Context: an optimization exercise on an open-source flow, tuned for small area, a short achievable clock period and few clock cycles. The choices shown serve that exercise and are no tape-out recipe.
Function not checked in this run: the RTL went through the layout flow alone.
Power figures rest on the tool's default switching activity, not on a simulated workload.

--- flow/config.mk ---
export PLATFORM = sky130hd
export DESIGN_NAME = pv4_protect
export DESIGN_NICKNAME = pv4_protect
export VERILOG_FILES = /design/flow/design.v
export SDC_FILE = /design/flow/constraint.sdc
export NUM_CORES = 4
export LEC_CHECK = 0
export CAP_MARGIN = 20
export CORE_MARGIN = 2
export CORE_UTILIZATION = 40
export SLEW_MARGIN = 20
--- flow/constraint.sdc ---
create_clock -name core_clock -period 12.5 [get_ports {clk}]
set_input_delay 2.5000 -clock core_clock [delete_from_list [all_inputs] [get_ports {clk}]]
set_output_delay 2.5000 -clock core_clock [all_outputs]
set_load 0.01 [all_outputs]
--- flow/design.v ---
module pv4_protect (
    input  wire        clk,
    input  wire        rst,           
    input  wire        in_valid,
    output wire        in_ready,
    input  wire [2:0]  in_op,         
    input  wire [2:0]  in_sel,        
    input  wire [7:0]  in_val,        
    input  wire [11:0] in_raw1,       
    input  wire [11:0] in_raw2,       
    input  wire [15:0] in_batt_v,     
    input  wire [31:0] in_batt_i,     
    input  wire        in_batt_ok,
    input  wire [15:0] in_reg_v,      
    input  wire [31:0] in_reg_i,      
    input  wire        in_reg_ok,
    output reg         res_valid,
    output reg  [2:0]  res_status,
    output reg         res_success,
    output reg  [31:0] res_r0,
    output reg  [31:0] res_r1,
    output reg  [1:0]  res_pets,      
    output wire [6:0]  out_en,
    output wire [6:0]  fault_ind,
    output wire        alarm_buzzer,
    output wire        flat_ind,
    output reg  [3:0]  sense_en
);
    localparam [2:0] OP_TICK   = 3'd0;
    localparam [2:0] OP_APOLL  = 3'd1;
    localparam [2:0] OP_SETDLY = 3'd2;
    localparam [2:0] OP_GETDLY = 3'd3;
    localparam [2:0] OP_GETRD  = 3'd4;
    localparam [2:0] OP_GETINH = 3'd5;
    localparam [2:0] OP_CLRINH = 3'd6;
    localparam [2:0] OP_SETEN  = 3'd7;
    localparam [2:0] ST_OK      = 3'd0;
    localparam [2:0] ST_ILLEGAL = 3'd5;
    localparam [2:0] ST_ALARM   = 3'd6;
    localparam [1:0] M_NORMAL   = 2'd0;
    localparam [1:0] M_ALARM_OC = 2'd1;
    localparam [1:0] M_ALARM_UV = 2'd2;
    localparam signed [31:0] TH_HI  = 32'sd20000;    
    localparam signed [31:0] TH_LO  = 32'sd10000;    
    localparam signed [31:0] TH_REG = 32'sd2000;     
    localparam signed [31:0] TH_AGG = 32'sd30000;
    localparam        [15:0] TH_UV  = 16'd10200;
    localparam       BRAIN_EXEMPT = 1'b1;
    localparam [2:0] BRAIN_CH     = 3'd5;
    localparam [1:0] S_IDLE  = 2'd0;
    localparam [1:0] S_CMD   = 2'd1;
    localparam [1:0] S_STORE = 2'd2;
    localparam [1:0] S_EVAL  = 2'd3;
    reg  [1:0]  state;
    reg  [1:0]  mode;
    reg  [2:0]  op_q;
    reg  [2:0]  sel_q;
    reg  [7:0]  val_q;
    reg  [11:0] raw1_q, raw2_q;
    reg  [15:0] bv_q, rv_q;
    reg  [31:0] bi_q, ri_q;
    reg         bok_q, rok_q;
    reg  [4:0]  tick20;               
    reg  [1:0]  phase;
    reg  [15:0] cur [0:5];            
    reg  [15:0] batt_v, reg_v;        
    reg  [31:0] batt_i, reg_i;
    reg         batt_ok, reg_ok;
    reg  [6:0]  enabled;
    reg  [6:0]  inhibited;
    reg  [7:0]  cnt [0:6];
    reg  [7:0]  gcnt;
    reg  [7:0]  uvcnt;
    reg  [7:0]  dly [0:4];            
    assign in_ready     = (state == S_IDLE);
    assign out_en       = enabled;
    assign fault_ind    = inhibited;
    assign alarm_buzzer = (mode == M_ALARM_OC);
    assign flat_ind     = (mode == M_ALARM_UV);
    function [15:0] raw_to_current;
        input [11:0] raw;
        reg   [31:0] r;
        begin
            r = {20'd0, raw};
            r = 32'd7 * r + (r * 32'd9671) / 32'd28672;
            raw_to_current = r[15:0];
        end
    endfunction
    function [7:0] sat_inc8;
        input [7:0] v;
        begin
            sat_inc8 = (v == 8'd255) ? 8'd255 : v + 8'd1;
        end
    endfunction
    wire [15:0] conv1 = raw_to_current(raw1_q);
    wire [15:0] conv2 = raw_to_current(raw2_q);
    wire [4:0]  tick20_next = (tick20 == 5'd19) ? 5'd0 : tick20 + 5'd1;
    wire        step2       = (tick20_next == 5'd0);
    wire        uv_low      = (bv_q < TH_UV);
    wire [7:0]  uvcnt_inc   = sat_inc8(uvcnt);
    wire        uv_trip     = bok_q && uv_low && (uvcnt_inc > dly[3]);
    reg  [6:0]  ch_over;
    reg  [7:0]  ch_cnt_next [0:6];
    reg  [6:0]  ch_trip;
    integer     c;
    always @(*) begin
        ch_over[0] = $signed({16'd0, cur[0]}) > TH_HI;
        ch_over[1] = $signed({16'd0, cur[1]}) > TH_HI;
        ch_over[2] = $signed({16'd0, cur[2]}) > TH_LO;
        ch_over[3] = $signed({16'd0, cur[3]}) > TH_LO;
        ch_over[4] = $signed({16'd0, cur[4]}) > TH_LO;
        ch_over[5] = $signed({16'd0, cur[5]}) > TH_LO;
        ch_over[6] = $signed(reg_i) > TH_REG;
        for (c = 0; c < 7; c = c + 1) begin
            if (c == 6 && !reg_ok) begin
                ch_cnt_next[c] = cnt[c];
                ch_trip[c]     = 1'b0;
            end else if (ch_over[c]) begin
                ch_cnt_next[c] = sat_inc8(cnt[c]);
                ch_trip[c]     = ch_cnt_next[c] > ((c == 6) ? dly[2] : dly[0]);
            end else begin
                ch_cnt_next[c] = 8'd0;
                ch_trip[c]     = 1'b0;
            end
        end
    end
    wire signed [31:0] total = $signed({16'd0, cur[0]}) + $signed({16'd0, cur[1]})
                             + $signed({16'd0, cur[2]}) + $signed({16'd0, cur[3]})
                             + $signed({16'd0, cur[4]}) + $signed({16'd0, cur[5]})
                             + $signed(reg_i);
    wire        agg_valid = batt_ok && reg_ok;
    wire        agg_over  = (total > TH_AGG) || ($signed(batt_i) > TH_AGG);
    wire [7:0]  gcnt_inc  = sat_inc8(gcnt);
    wire        agg_trip  = agg_valid && agg_over && (gcnt_inc > dly[1]);
    reg  [6:0]  brain_mask;
    always @(*) begin
        brain_mask = 7'd0;
        if (BRAIN_EXEMPT) brain_mask[BRAIN_CH] = 1'b1;
    end
    wire sel_bad = (sel_q > 3'd4);
    wire ch_bad  = (sel_q == 3'd7);
    integer k;
    always @(posedge clk) begin
        res_valid <= 1'b0;
        if (rst) begin
            state       <= S_IDLE;
            mode        <= M_NORMAL;
            res_status  <= ST_OK;
            res_success <= 1'b0;
            res_r0      <= 32'd0;
            res_r1      <= 32'd0;
            res_pets    <= 2'd0;
            sense_en    <= 4'd0;
            tick20      <= 5'd0;
            phase       <= 2'd0;
            batt_v      <= 16'd0;
            batt_i      <= 32'd0;
            batt_ok     <= 1'b0;
            reg_v       <= 16'd0;
            reg_i       <= 32'd0;
            reg_ok      <= 1'b0;
            enabled     <= 7'd0;
            inhibited   <= 7'd0;
            gcnt        <= 8'd0;
            uvcnt       <= 8'd0;
            for (k = 0; k < 6; k = k + 1) cur[k] <= 16'd0;
            for (k = 0; k < 7; k = k + 1) cnt[k] <= 8'd0;
            dly[0]      <= 8'd4;
            dly[1]      <= 8'd20;
            dly[2]      <= 8'd20;
            dly[3]      <= 8'd0;
            dly[4]      <= 8'd0;
            op_q        <= 3'd0;
            sel_q       <= 3'd0;
            val_q       <= 8'd0;
            raw1_q      <= 12'd0;
            raw2_q      <= 12'd0;
            bv_q        <= 16'd0;
            bi_q        <= 32'd0;
            bok_q       <= 1'b0;
            rv_q        <= 16'd0;
            ri_q        <= 32'd0;
            rok_q       <= 1'b0;
        end else begin
            case (state)
            S_IDLE: begin
                if (in_valid) begin
                    op_q   <= in_op;
                    sel_q  <= in_sel;
                    val_q  <= in_val;
                    raw1_q <= in_raw1;
                    raw2_q <= in_raw2;
                    bv_q   <= in_batt_v;
                    bi_q   <= in_batt_i;
                    bok_q  <= in_batt_ok;
                    rv_q   <= in_reg_v;
                    ri_q   <= in_reg_i;
                    rok_q  <= in_reg_ok;
                    state  <= S_CMD;
                end
            end
            S_CMD: begin
                res_status  <= ST_OK;
                res_success <= 1'b0;
                res_r0      <= 32'd0;
                res_r1      <= 32'd0;
                res_pets    <= 2'd0;
                state       <= S_IDLE;
                case (op_q)
                OP_TICK: begin
                    if (mode != M_NORMAL) begin
                        res_status <= ST_ALARM;
                        res_valid  <= 1'b1;
                    end else begin
                        tick20 <= tick20_next;
                        if (step2) begin
                            batt_v  <= bv_q;
                            batt_i  <= bi_q;
                            batt_ok <= bok_q;
                            reg_v   <= rv_q;
                            reg_i   <= ri_q;
                            reg_ok  <= rok_q;
                            if (bok_q) uvcnt <= uv_low ? uvcnt_inc : 8'd0;
                        end
                        if (step2 && uv_trip) begin
                            enabled    <= 7'd0;
                            mode       <= M_ALARM_UV;
                            res_pets   <= 2'd1;
                            res_status <= ST_ALARM;
                            res_valid  <= 1'b1;
                        end else begin
                            state <= S_STORE;
                        end
                    end
                end
                OP_APOLL: begin
                    if (mode == M_ALARM_OC) begin
                        batt_v      <= bv_q;
                        batt_i      <= bi_q;
                        batt_ok     <= bok_q;
                        res_success <= bok_q;
                        res_r0      <= {16'd0, bv_q};
                        res_r1      <= bi_q;
                        if (bok_q) uvcnt <= uv_low ? uvcnt_inc : 8'd0;
                        if (uv_trip) begin
                            enabled    <= 7'd0;
                            mode       <= M_ALARM_UV;
                            res_pets   <= 2'd2;
                            res_status <= ST_ALARM;
                        end else begin
                            res_pets   <= 2'd1;
                        end
                    end else if (mode == M_ALARM_UV) begin
                        res_pets <= 2'd1;
                    end
                    res_valid <= 1'b1;
                end
                OP_SETDLY: begin
                    if (sel_bad)
                        res_status <= ST_ILLEGAL;
                    else if (mode != M_NORMAL)
                        res_status <= ST_ALARM;
                    else
                        dly[sel_q] <= val_q;
                    res_valid <= 1'b1;
                end
                OP_GETDLY: begin
                    if (sel_bad)
                        res_status <= ST_ILLEGAL;
                    else if (mode != M_NORMAL)
                        res_status <= ST_ALARM;
                    else
                        res_r0 <= {24'd0, dly[sel_q]};
                    res_valid <= 1'b1;
                end
                OP_GETRD: begin
                    if (mode != M_NORMAL) begin
                        res_status <= ST_ALARM;
                    end else if (sel_q[0]) begin
                        res_r0      <= {16'd0, reg_v};
                        res_r1      <= reg_i;
                        res_success <= reg_ok;
                    end else begin
                        res_r0      <= {16'd0, batt_v};
                        res_r1      <= batt_i;
                        res_success <= batt_ok;
                    end
                    res_valid <= 1'b1;
                end
                OP_GETINH: begin
                    if (mode != M_NORMAL) begin
                        res_status <= ST_ALARM;
                    end else begin
                        res_r0 <= {25'd0, inhibited};
                        res_r1 <= {25'd0, enabled};
                    end
                    res_valid <= 1'b1;
                end
                OP_CLRINH: begin
                    if (ch_bad) begin
                        res_status <= ST_ILLEGAL;
                    end else if (mode != M_NORMAL) begin
                        res_status <= ST_ALARM;
                    end else begin
                        inhibited[sel_q] <= 1'b0;
                        cnt[sel_q]       <= 8'd0;
                    end
                    res_valid <= 1'b1;
                end
                OP_SETEN: begin
                    if (ch_bad)
                        res_status <= ST_ILLEGAL;
                    else if (mode != M_NORMAL)
                        res_status <= ST_ALARM;
                    else if (val_q[0] && inhibited[sel_q])
                        res_status <= ST_ILLEGAL;
                    else
                        enabled[sel_q] <= val_q[0];
                    res_valid <= 1'b1;
                end
                endcase
            end
            S_STORE: begin
                phase <= phase + 2'd1;
                case (phase + 2'd1)
                2'd0: begin cur[0] <= conv1 + conv2; sense_en <= 4'b0001; end
                2'd1: begin cur[1] <= conv1 + conv2; sense_en <= 4'b0010; end
                2'd2: begin cur[2] <= conv1; cur[3] <= conv2; sense_en <= 4'b0100; end
                2'd3: begin cur[4] <= conv1; cur[5] <= conv2; sense_en <= 4'b1000; end
                endcase
                state <= S_EVAL;
            end
            S_EVAL: begin
                for (k = 0; k < 7; k = k + 1) begin
                    cnt[k] <= ch_cnt_next[k];
                end
                if (agg_valid) gcnt <= agg_over ? gcnt_inc : 8'd0;
                if (agg_trip) begin
                    enabled    <= (enabled & ~ch_trip) & brain_mask;
                    inhibited  <= inhibited | ch_trip;
                    mode       <= M_ALARM_OC;
                    res_pets   <= 2'd1;
                    res_status <= ST_ALARM;
                end else begin
                    enabled    <= enabled & ~ch_trip;
                    inhibited  <= inhibited | ch_trip;
                end
                res_valid <= 1'b1;
                state     <= S_IDLE;
            end
            endcase
        end
    end
endmodule
--- flow/run.sh ---
#!/bin/bash
# synth_recipe.tcl (not shown) runs the flow's synth.tcl, then flattens the netlist and writes it again
# the make line also repeats each setting of config.mk as NAME=value (left out here)
make -C /OpenROAD-flow-scripts/flow DESIGN_CONFIG=/design/flow/config.mk WORK_HOME=/design/flow/orfs CLKGATE_MAP_FILE= SYNTH_SCRIPT=/design/flow/synth_recipe.tcl finish
==> flow_metrics.env <==
export IMPL_slew_viol_final=0
export IMPL_synthFlopType="dfxtp_1"
export IMPL_path_clk_slew_ns=0.06
export IMPL_finalSetupViolations=0
export IMPL_fp_row_count=115
export IMPL_whs_ns=0.435
export IMPL_drive_above_1_share_pct=7.00
export IMPL_cts_root_buf="clkbuf_16"
export IMPL_hold_violations=0
export IMPL_synth_area_um2=39700
export IMPL_crit_slowest_cell="fa_1"
export IMPL_synth_edf_count=64
export IMPL_die_area_um2=102000
export IMPL_async_reset_ff_share_pct=0
export IMPL_ir_drop_v=0.000266
export IMPL_arrival_ns=12.45
export IMPL_p_total_uw=8250
export IMPL_antenna_found_initial=1
export IMPL_crit_top_cell="inv_1"
export IMPL_htreeDepth=3
export IMPL_final_nets=5628
export IMPL_min_period_over_period_pct=95.3
export IMPL_syn_inst=4789
export IMPL_io_buffer_count=214
export IMPL_num_vias=34200
export IMPL_status="timing/DRC/antenna clean"
export IMPL_drc=0
export IMPL_grt_ovfl_total=0
export IMPL_clockBufferDepth=3
export IMPL_viasPerCell=5.45
export IMPL_cp_required_ns=13.05
export IMPL_cts_tree="yes"
export IMPL_core_um2=98400
export IMPL_fin_util_pct=46.6
export IMPL_crit_path_end_kind="register"
export IMPL_place_inst=6139
export IMPL_synth_commonest_cells="837 x nand2_1, 558 x a21oi_1, 489 x dfxtp_1"
export IMPL_synth_top_area_share_pct=24.7
export IMPL_pre_cts_ws_ns=0.224
export IMPL_io_pins=231
export IMPL_setup_ws_ns=0.592
export IMPL_cts_made_buffers=66
export IMPL_routabilityCongestion=0.899
export IMPL_die_height_um=319
export IMPL_skew_ns=0.0548
export IMPL_ys_warn_count=3
export IMPL_fmax_mhz=84.0
export IMPL_yosysTopAreaCell="dfxtp_1"
export IMPL_synth_most_common_cell="nand2_1"
export IMPL_grt_pass1_vias=32500
export IMPL_drtIter0Drc=2667
export IMPL_power_density_nw_per_um2=180
export IMPL_synth_cell_types=112
export IMPL_post_route_min_period_ns=11.91
export IMPL_dp_final_hpwl_mm=89.1
export IMPL_worst_pin_slew_ns=1.02
export IMPL_syn2layout_area_growth_pct=15.5
export IMPL_syn_area_per_cell_um2=8.29
export IMPL_antenna_left=0
export IMPL_chipWidth_um=319
export IMPL_dr_pass1_iters=5
export IMPL_slowest_delay_ns=0.59
export IMPL_worstSetupPathType="reg2reg"
export IMPL_fin_cells=6273
export IMPL_ctsHoldBuffers=0
export IMPL_cts_num_sinks=553
export IMPL_start_util_pct=40.3
export IMPL_grt_start_max_net_pins=106
export IMPL_start_kind="register"
export IMPL_wl_per_cell_um=19.0
export IMPL_grt_usage_pct=22.7
export IMPL_ys_seq_area_share_pct=29.5
export IMPL_grt_pass1_wl_mm=185
export IMPL_power_leakage_uw=0.0193
export IMPL_ys_top_cells_by_area="dfxtp_1 25%, ha_1 11%, fa_1 10%"
export IMPL_hold_path_class="reg2reg"
export IMPL_ys_seq_elements=553
export IMPL_routed_wl_mm=119
export IMPL_path_max_fanout=7
export IMPL_max_cap_violations=0
export IMPL_relSlewSlack_pct=31.4
export IMPL_clk_latency_ns=0.63
export IMPL_fillers=9773
-- critical path, delay by kind of cell (launching register included) --
| family | cells | cell delay [ns] |
|---|---|---|
| AO/OA/AOI/OAI | 24 | 4.74 |
| XOR/XNOR | 1 | 0.16 |
| adder cells (fa/ha/maj) | 10 | 4.02 |
| buffers and inverters | 7 | 0.59 |
| flip-flops | 1 | 0.41 |
| AND/OR/NAND/NOR | 8 | 1.88 |
-- final cells by class --
cell class / count / area [µm²] / area share [%]
multi-input cells: 3634 / 26000 / 56.8
diodes: 1 / 2.50 / 0.00546
clock inverters: 30 / 345 / 0.753
repair buffers: 301 / 2830 / 6.16
inverters: 379 / 1420 / 3.10
flip-flops and latches: 553 / 11700 / 25.6
clock buffers: 88 / 1880 / 4.10
well taps: 1287 / 1610 / 3.51
-- placed cells by master (no fill, tap or decap), types with 36 or more instances in the layout --
cell type	instances
nor3_1	55
ha_1	354
dfxtp_1	483
o21ai_0	164
buf_4	85
nand3_1	105
clkdlybuf4s50_1	213
mux2i_1	73
clkbuf_16	68
edfxtp_1	64
nor2_1	300
xnor2_1	97
a21oi_1	547
nand2b_1	41
nor2b_1	77
fa_1	198
a21o_1	54
inv_1	378
and2_1	62
o21bai_1	36
nand2_1	832
a22oi_1	71
-- sequential cells by signal, summed over array words and instances (netlist names), 4 cells and up, named ones only --
signal	cells
inhibited	7
bv_q	16
sense_en	4
val_q	8
uvcnt	8
gcnt	8
enabled	7
raw2_q	12
cur	96
reg_v	16
batt_i	32
reg_i	32
rv_q	16
bi_q	32
tick20	5
batt_v	16
res_r1	32
ri_q	32
cnt	56
dly	64
raw1_q	12
res_r0	16
-- per-stage QoR --
| stage | TNS (ns) | instance area (µm²) |
|---|---|---|
| after floorplan | 0 | 39800 |
| after global placement | 0 | 43100 |
| after detailed placement | 0 | 43100 |
| after CTS | 0 | 45300 |
| after global routing | -0.0242 | 45900 |
| final | 0 | 45900 |
-- report_power, final --
part	leakage, µW	switching [µW]	internal (µW)
Sequential	0.00458	57.5	1850
Combinational	0.0137	2630	1750
Clock	0.00110	818	1150
Total	0.0193	3510	4750
-- repair_timing --
item	in CTS	in global routing
setup buffers	0	14
setup endpoints to repair	0	20
resized for setup	0	76
-- logic make-up (layout without fill, tap and decap cells) --
group                    after synthesis  in the layout  share of synthesized area (%)
other                                  1             17                        0.00945
multiplexers                          95             95                           2.96
AO/OA/AOI/OAI                       1190           1190                           18.7
AND/OR/NAND/NOR                     1634           1634                           18.2
adder cells (fa/ha/maj)              560            560                           21.4
flip-flops                           553            553                           29.5
XOR/XNOR                             139            139                           3.17
buffers and inverters                617            798                           6.09
-- path summary, 6_finish.rpt --
path,from,to,slack [ns],cells after the start
worst max register to register,raw1_q[10]$_SDFFE_PP0P_,cur[0][15]$_SDFFE_PP0P_,0.59,50
worst min-delay path,ri_q[6]$_SDFFE_PP0P_,reg_i[6]$_SDFFE_PP0P_,0.43,2
worst max-delay path,raw1_q[10]$_SDFFE_PP0P_,cur[0][15]$_SDFFE_PP0P_,0.59,50
worst min register to register,ri_q[6]$_SDFFE_PP0P_,reg_i[6]$_SDFFE_PP0P_,0.43,2
-- layer usage --
metal	part of all wire, %	track usage [%]
met1	45	30.3
met2	48	38.5
met3	4.7	2.66
met4	2.9	6.87
met5	0	0

==> static timing again, ports no longer ideal <==
The results above use ideal ports. As a check the final layout listed here was re-extracted and re-timed, cells and wires unchanged.
Step 1 sets driving cells, clkbuf_16 on the clock port and buf_2 on the other inputs (assumed; they add their load-dependent delay and slew).
Step 2 times the ports against the registers' clock, not the clock port: input delays grow and output delays shrink by t, the midpoint of the rising clock arrivals with the driver on.
a / b / c = ideal / step 1 / step 2; a / b = the first two.
t, ns: 0.676
slack for setup (ns): 0.592 / 0.592 / 0.592
worst hold slack (ns): 0.435 / 0.435 / 0.435
clock arrival spread, ns: 0.057 / 0.056
After both steps setup and hold are still met in this run. The setup slack of this run moves by 0.000 ns with the drivers and by 0.000 ns with both steps.
